This design comes from an exercise in tuning for small area and few clock cycles per item on the open sky130 flow, not from production work. Function was checked by simulation only, so behaviour that the tests miss may differ from the original.

===== flow/config.mk =====
export PLATFORM = sky130hd
export DESIGN_NAME = aes_core
export DESIGN_NICKNAME = aes_core
export VERILOG_FILES = /design/flow/design.v
export SDC_FILE = /design/flow/constraint.sdc
export NUM_CORES = 4
export LEC_CHECK = 0
export CAP_MARGIN = 20
export CORE_MARGIN = 2
export CORE_UTILIZATION = 40
export SLEW_MARGIN = 20

===== flow/constraint.sdc =====
create_clock -name core_clock -period 14.0 [get_ports {clk}]
set_input_delay 2.8000 -clock core_clock [delete_from_list [all_inputs] [get_ports {clk}]]
set_output_delay 2.8000 -clock core_clock [all_outputs]
set_load 0.01 [all_outputs]

===== flow/design.v =====
module aes_sbox (
    input  wire [7:0] a,
    output wire [7:0] y
);
    function [3:0] gf16_mul;   
        input [3:0] p, q;
        reg [6:0] t;
        begin
            t = ({7{q[0]}} & {3'b0, p}) ^ ({7{q[1]}} & {2'b0, p, 1'b0}) ^
                ({7{q[2]}} & {1'b0, p, 2'b0}) ^ ({7{q[3]}} & {p, 3'b0});
            if (t[6]) t = t ^ 7'b1001100;
            if (t[5]) t = t ^ 7'b0100110;
            if (t[4]) t = t ^ 7'b0010011;
            gf16_mul = t[3:0];
        end
    endfunction
    function [3:0] gf16_sq;
        input [3:0] p;
        gf16_sq = gf16_mul(p, p);
    endfunction
    function [3:0] gf16_inv;
        input [3:0] p;
        case (p)
            4'd0: gf16_inv = 4'd0;
            4'd1: gf16_inv = 4'd1;
            4'd2: gf16_inv = 4'd9;
            4'd3: gf16_inv = 4'd14;
            4'd4: gf16_inv = 4'd13;
            4'd5: gf16_inv = 4'd11;
            4'd6: gf16_inv = 4'd7;
            4'd7: gf16_inv = 4'd6;
            4'd8: gf16_inv = 4'd15;
            4'd9: gf16_inv = 4'd2;
            4'd10: gf16_inv = 4'd12;
            4'd11: gf16_inv = 4'd5;
            4'd12: gf16_inv = 4'd10;
            4'd13: gf16_inv = 4'd4;
            4'd14: gf16_inv = 4'd3;
            4'd15: gf16_inv = 4'd8;
            default: gf16_inv = 4'd0;
        endcase
    endfunction
    wire [7:0] t;
    assign t[0] = a[0] ^ a[5] ^ a[7];
    assign t[1] = a[2];
    assign t[2] = a[2] ^ a[3] ^ a[4] ^ a[5] ^ a[6] ^ a[7];
    assign t[3] = a[3] ^ a[4];
    assign t[4] = a[4] ^ a[5] ^ a[6];
    assign t[5] = a[1] ^ a[4] ^ a[6] ^ a[7];
    assign t[6] = a[2] ^ a[3] ^ a[5] ^ a[7];
    assign t[7] = a[5] ^ a[7];
    wire [3:0] ah = t[7:4];
    wire [3:0] al = t[3:0];
    wire [3:0] d  = gf16_mul(gf16_sq(ah), 4'd8) ^ gf16_mul(ah, al) ^ gf16_sq(al);
    wire [3:0] di = gf16_inv(d);
    wire [7:0] v  = {gf16_mul(ah, di), gf16_mul(ah ^ al, di)};
    assign y[0] = v[0] ^ v[2] ^ v[6] ^ 1'b1;
    assign y[1] = v[0] ^ v[1] ^ v[2] ^ v[3] ^ v[4] ^ v[5] ^ 1'b1;
    assign y[2] = v[0] ^ v[3] ^ v[5] ^ v[6];
    assign y[3] = v[0] ^ v[2] ^ v[5];
    assign y[4] = v[0] ^ v[1] ^ v[3] ^ v[4] ^ v[5];
    assign y[5] = v[1] ^ v[2] ^ v[3] ^ v[5] ^ v[6] ^ v[7] ^ 1'b1;
    assign y[6] = v[4] ^ v[6] ^ v[7] ^ 1'b1;
    assign y[7] = v[1] ^ v[2];
endmodule
module aes_core (
    input  wire         clk,
    input  wire         rst,         
    input  wire         start,       
    input  wire         key_256,
    input  wire [255:0] key,
    input  wire [127:0] block_in,
    output wire         ready,
    output reg          done,        
    output wire [127:0] block_out
);
    reg  [127:0] state;
    reg  [255:0] kreg;
    reg          busy;
    reg          mode256;
    reg  [3:0]   rnd;
    wire [3:0] last_rnd = mode256 ? 4'd14 : 4'd10;
    wire       final_rnd = (rnd == last_rnd);
    assign ready     = !busy;
    assign block_out = state;
    function [7:0] rcon;
        input [3:0] i;
        case (i)
            4'd0: rcon = 8'h01;
            4'd1: rcon = 8'h02;
            4'd2: rcon = 8'h04;
            4'd3: rcon = 8'h08;
            4'd4: rcon = 8'h10;
            4'd5: rcon = 8'h20;
            4'd6: rcon = 8'h40;
            4'd7: rcon = 8'h80;
            4'd8: rcon = 8'h1b;
            4'd9: rcon = 8'h36;
            default: rcon = 8'h00;
        endcase
    endfunction
    function [31:0] rotword;
        input [31:0] w;
        rotword = {w[23:0], w[31:24]};
    endfunction
    wire        rnd_odd = rnd[0];
    wire [31:0] ks_word = mode256 ? (rnd_odd ? rotword(kreg[31:0]) : kreg[31:0])
                                  : rotword(kreg[159:128]);
    wire [7:0]  ks_rcon = mode256 ? (rnd_odd ? rcon((rnd - 4'd1) >> 1) : 8'h00)
                                  : rcon(rnd - 4'd1);
    wire [31:0] ks_sub;
    aes_sbox u_ks_sbox0 (.a(ks_word[31:24]), .y(ks_sub[31:24]));
    aes_sbox u_ks_sbox1 (.a(ks_word[23:16]), .y(ks_sub[23:16]));
    aes_sbox u_ks_sbox2 (.a(ks_word[15:8]),  .y(ks_sub[15:8]));
    aes_sbox u_ks_sbox3 (.a(ks_word[7:0]),   .y(ks_sub[7:0]));
    wire [31:0] ks_t = ks_sub ^ {ks_rcon, 24'h000000};
    wire [127:0] ks_base = kreg[255:128];
    wire [31:0]  nk0 = ks_base[127:96] ^ ks_t;
    wire [31:0]  nk1 = ks_base[95:64]  ^ nk0;
    wire [31:0]  nk2 = ks_base[63:32]  ^ nk1;
    wire [31:0]  nk3 = ks_base[31:0]   ^ nk2;
    wire [127:0] next_words = {nk0, nk1, nk2, nk3};
    wire [127:0] round_key = mode256 ? kreg[127:0] : next_words;
    wire [127:0] sb_out;
    genvar gi;
    generate
        for (gi = 0; gi < 16; gi = gi + 1) begin : g_sbox
            aes_sbox u_sbox (.a(state[127 - 8*gi -: 8]), .y(sb_out[127 - 8*gi -: 8]));
        end
    endgenerate
    function [127:0] shift_rows;
        input [127:0] s;
        integer c, r;
        begin
            for (c = 0; c < 4; c = c + 1)
                for (r = 0; r < 4; r = r + 1)
                    shift_rows[127 - 8*(4*c + r) -: 8] = s[127 - 8*(4*((c + r) % 4) + r) -: 8];
        end
    endfunction
    function [7:0] xtime;
        input [7:0] a;
        xtime = {a[6:0], 1'b0} ^ (a[7] ? 8'h1b : 8'h00);
    endfunction
    function [31:0] mix_column;
        input [31:0] col;
        reg [7:0] a0, a1, a2, a3;
        begin
            a0 = col[31:24];
            a1 = col[23:16];
            a2 = col[15:8];
            a3 = col[7:0];
            mix_column[31:24] = xtime(a0) ^ (xtime(a1) ^ a1) ^ a2 ^ a3;
            mix_column[23:16] = a0 ^ xtime(a1) ^ (xtime(a2) ^ a2) ^ a3;
            mix_column[15:8]  = a0 ^ a1 ^ xtime(a2) ^ (xtime(a3) ^ a3);
            mix_column[7:0]   = (xtime(a0) ^ a0) ^ a1 ^ a2 ^ xtime(a3);
        end
    endfunction
    wire [127:0] sr_out = shift_rows(sb_out);
    wire [127:0] mc_out = {mix_column(sr_out[127:96]), mix_column(sr_out[95:64]),
                           mix_column(sr_out[63:32]),  mix_column(sr_out[31:0])};
    wire [127:0] round_out = (final_rnd ? sr_out : mc_out) ^ round_key;
    always @(posedge clk) begin
        if (rst) begin
            busy <= 1'b0;
            done <= 1'b0;
            rnd  <= 4'd0;
        end else begin
            done <= 1'b0;
            if (busy) begin
                state <= round_out;
                if (mode256)
                    kreg <= {kreg[127:0], next_words};
                else
                    kreg[255:128] <= next_words;
                if (final_rnd) begin
                    busy <= 1'b0;
                    done <= 1'b1;
                end
                rnd <= rnd + 4'd1;
            end else if (start) begin
                state   <= block_in ^ key[255:128];   
                kreg    <= key;
                mode256 <= key_256;
                busy    <= 1'b1;
                rnd     <= 4'd1;
            end
        end
    end
endmodule

===== flow/run.sh =====
#!/bin/bash
# synth_recipe.tcl (not shown) runs the flow's synth.tcl, then flattens the netlist and writes it again
# the make line also repeats each setting of config.mk as NAME=value (left out here)
make -C /OpenROAD-flow-scripts/flow DESIGN_CONFIG=/design/flow/config.mk WORK_HOME=/design/flow/orfs CLKGATE_MAP_FILE= SYNTH_SCRIPT=/design/flow/synth_recipe.tcl finish

==> metrics.md <==
| Metric | Value |
|---|---|
| Status | `finished clean` |
| Most common cell after layout, fill and taps aside | `xnor2_1` |
| Mapped Area | `~62000 um2` |
| Path type of the worst setup path | `reg -> reg` |
| Worst skew pair latency | `0.68 ns` |
| DIE AREA | `about 160000 um2` |
| Grt ovf | `0` |
| Worst r2r path cells | `25` |
| Routed len/inst | `around 27 um` |
| Seq cells post-synth | `391` |
| RSZ-0062 raised after global routing | `no` |
| Post-synth ARST share | `0%` |
| CTS resizes | `0` |
| Pin count of the biggest net entering global routing | `~150` |
| # IOs | `between 500 and 600` |
| Antenna-violating nets left | `0` |
| Synth cell types | `around 110` |
| Maximum net fanout on the critical path | `between 100 and 150` |
| CP endpoint kind | `flop` |
| Hold_buf cts | `0` |
| Hold Path End | `rnd[2]` |
| Non-Filler Instances | `a little over 9000` |
| Global-route wire length before repair | `346 mm` |
| Total GRT Usage | `29.8%` |
| Fmax | `0.108 GHz` |
| Share of cells above drive strength 1 | `roughly 6.5%` |
| CTS clk-pin slew, worst paths | `0.06 ns` |
| Clk sinks | `~390` |
| Initial cell density of the core | `between 40% and 50%` |
| Final nets | `7744` |
| Yosys Warn Count | `2` |
| Endpoints failing hold | `0` |
| Final Max Slew Viols | `0` |
| MaxCap Viol Count | `0` |
| Core Rows | `~140` |
| Setup TNS | `0 ns` |
| PortBufs | `517` |
| Hold path cells | `2` |
| Core ar. | `roughly 150000 um2` |
| Worst EP required | `14.38 ns` |
| Chip height | `around 400 um` |
| Slew @ Worst Pin | `1.20 ns` |
| Fin crit period | `roughly 9.3 ns` |
| Drt via density | `between 5 and 6` |
| DIE WIDTH | `398 um` |
| Iteration-0 DRC Markers | `about 6400` |
| Syn Inst Count | `6872` |
| Vias in the first global route | `~50000` |
| Final setup viols | `0` |
| Sequential share of the synthesized area | `between 10% and 20%` |
| Hold_sp | `rnd[2]` |
| Cell total after placement | `around 9100` |
| Hold/Removal Path Class | `reg -> reg` |
| 1st-pass router iterations | `5` |
| Antenna violations before repair | `13` |
| Synthesis-to-finish area growth | `13.7%` |
| CTS buffer count | `between 50 and 60` |
| Final period util | `around 66%` |
| DRC | `0` |
| Worst relative slew slack | `between 10% and 20%` |
| Total Routed Length | `245 mm` |
| Critical Path Start Type | `flop` |
| Clock root buffer | `clkbuf_16` |
| Worst path arrival time | `around 9.7 ns` |
| H-tree depth | `2` |
| Most used flip-flop cell after synthesis | `edfxtp_1` |
| CTS tree | `yes` |
| R2r endpoint | `state[20]` |
| Syn Area/Cell | `between 9 and 10 um2` |
| RR Startpoint | `mode256` |
| Setup repair bufs after CTS | `0` |
| R2r setup slk | `between 4 and 5 ns` |
| Global placer's final weighted congestion | `1.03` |
| CTS Buffer Depth | `3` |
| DP HPWL | `198 mm` |
| Commonest cells after routing, fill and taps aside | `1270 x xnor2_1, 740 x nand2_1, 614 x xor2_1` |
| Clock skew | `around 0.043 ns` |
| Synth Net Count | `7476` |
| Routed vias | `between 50000 and 60000` |
| EDFF count, synth | `just under 400` |
| # fillers | `14910` |
## synth_stat cells, drive strengths merged, types with 40 or more instances
library cell | number | area, um2
a211oi | 48 | 380
a21oi | 321 | 1620
and2 | 50 | 313
and3 | 40 | 250
buf | 119 | 613
clkbuf | 234 | 880
edfxtp | 385 | 11600
ha | 216 | 2700
inv | 189 | 709
mux2 | 156 | 1760
mux2i | 312 | 3300
nand2 | 740 | 2780
nand2b | 75 | 469
nand3 | 71 | 355
nor2 | 602 | 2260
nor3 | 82 | 415
o211ai | 49 | 368
o21ai | 365 | 1830
xnor2 | 1327 | 12100
xnor3 | 264 | 5950
xor2 | 623 | 5520
xor3 | 64 | 1520
## state kept, by name, summed over array words and instances (netlist names)
register / flops
kreg: 256
state: 128
rnd: 4
busy: 1
done: 1
mode256: 1
## how the worst max path moves through the flow
stage / slack (ns) / startpoint / cells after the start / endpoint
final: 4.71 / mode256 / 25 / state[20]
after global routing: 4.12 / mode256 / 26 / state[20]
after CTS: 4.82 / mode256 / 25 / state[20]
after detailed placement: 4.86 / mode256 / 25 / state[20]
after global placement: 5.07 / rnd[0] / 25 / state[14]
after floorplan: 0.69 / start / 3 / kreg[0]
## worst max-delay path, cell delays in order, from the launching register on
cell	delay, ns
edfxtp_1	0.38
buf_12	0.51
nor2_1	0.12
a21oi_1	0.76
xnor2_1	0.33
xnor2_1	0.43
clkinv_1	0.34
xnor2_1	0.30
xnor2_1	0.10
ha_1	0.23
xnor2_1	0.14
xnor2_1	0.33
xnor3_1	0.58
ha_1	0.40
nor2_1	0.06
mux2i_1	0.44
nand2_1	0.38
or4_1	0.57
o311ai_1	0.13
xnor2_1	0.34
xnor3_1	0.63
xnor2_1	0.72
xnor2_1	0.18
o21a_1	0.23
xnor2_1	0.14
o21ai_0	0.10
## layer usage
layer	global-route usage, %	routed length (um)	vias to the layer above
met5	0	18	-
met4	12.8	12000	2
met3	5.76	23600	337
li1	-	-	24060
met2	45.3	106000	2346
met1	41.1	104000	25538
## cell families (layout without fill, tap and decap cells)
group                      Yosys count  in the layout  synth area share (%)
buffers and inverters              548            860                  3.58
other                                0              5                     0
DFF                                391            391                  18.8
xor gates and xnor gates          2278           2278                  40.4
muxes                              479            479                  8.54
adders and majority gates          251            251                  4.92
AOI/OAI and AO/OA                 1086           1086                  10.7
and+or+nand+nor                   1839           1839                  13.0
## per-stage QoR
step	setup WS, ns	util [%]	cell area [um2]	hold slack, ns
after global placement	5.07	44.7	68800	0.565
after CTS	4.82	45.8	70600	0.586
after detailed placement	4.86	44.7	68800	0.575
after global routing	4.12	45.8	70600	0.634
after floorplan	0.685	-	62100	0.579
final	4.71	45.8	70600	0.582
## final cells by class
| cell class | instances | area, um2 | area share, % |
|---|---|---|---|
| sequential | 391 | 11700 | 16.5 |
| clock buffer | 57 | 1340 | 1.90 |
| multi-input combinational | 5933 | 48200 | 68.3 |
| timing repair buffer | 567 | 5610 | 7.95 |
| inverter | 195 | 744 | 1.05 |
| clock inverter | 41 | 410 | 0.581 |
| tap | 2044 | 2560 | 3.62 |
| antenna | 5 | 12.5 | 0.0177 |
Testbench counts, summed over its fixed seeds: cycles 20,072, items 1,536.

## separate check: timing with driven ports
Ports are ideal in the flow. The routed layout listed here was re-timed in OpenROAD. Step 1: set_driving_cell puts a clkbuf_16 on clk and a buf_2 on each other input, an assumption about the parent block. Step 2, shift: input delay + t, output delay - t, t = (earliest + latest rising clock arrival at the registers) / 2. This alone moves slack from input paths to output paths. Slacks: ideal ports / drivers / drivers and shift; pairs: ideal ports / drivers.
t, ns: 0.734
setup slack, ns: 4.708 / 4.708 / 4.708
hold slack, ns: 0.582 / 0.582 / 0.582
slew at the worst register clock pin (ns): 0.07 / 0.07
After both steps setup and hold are still met in this run. The setup slack of this run moves by 0.000 ns with the drivers and by 0.000 ns with both steps.
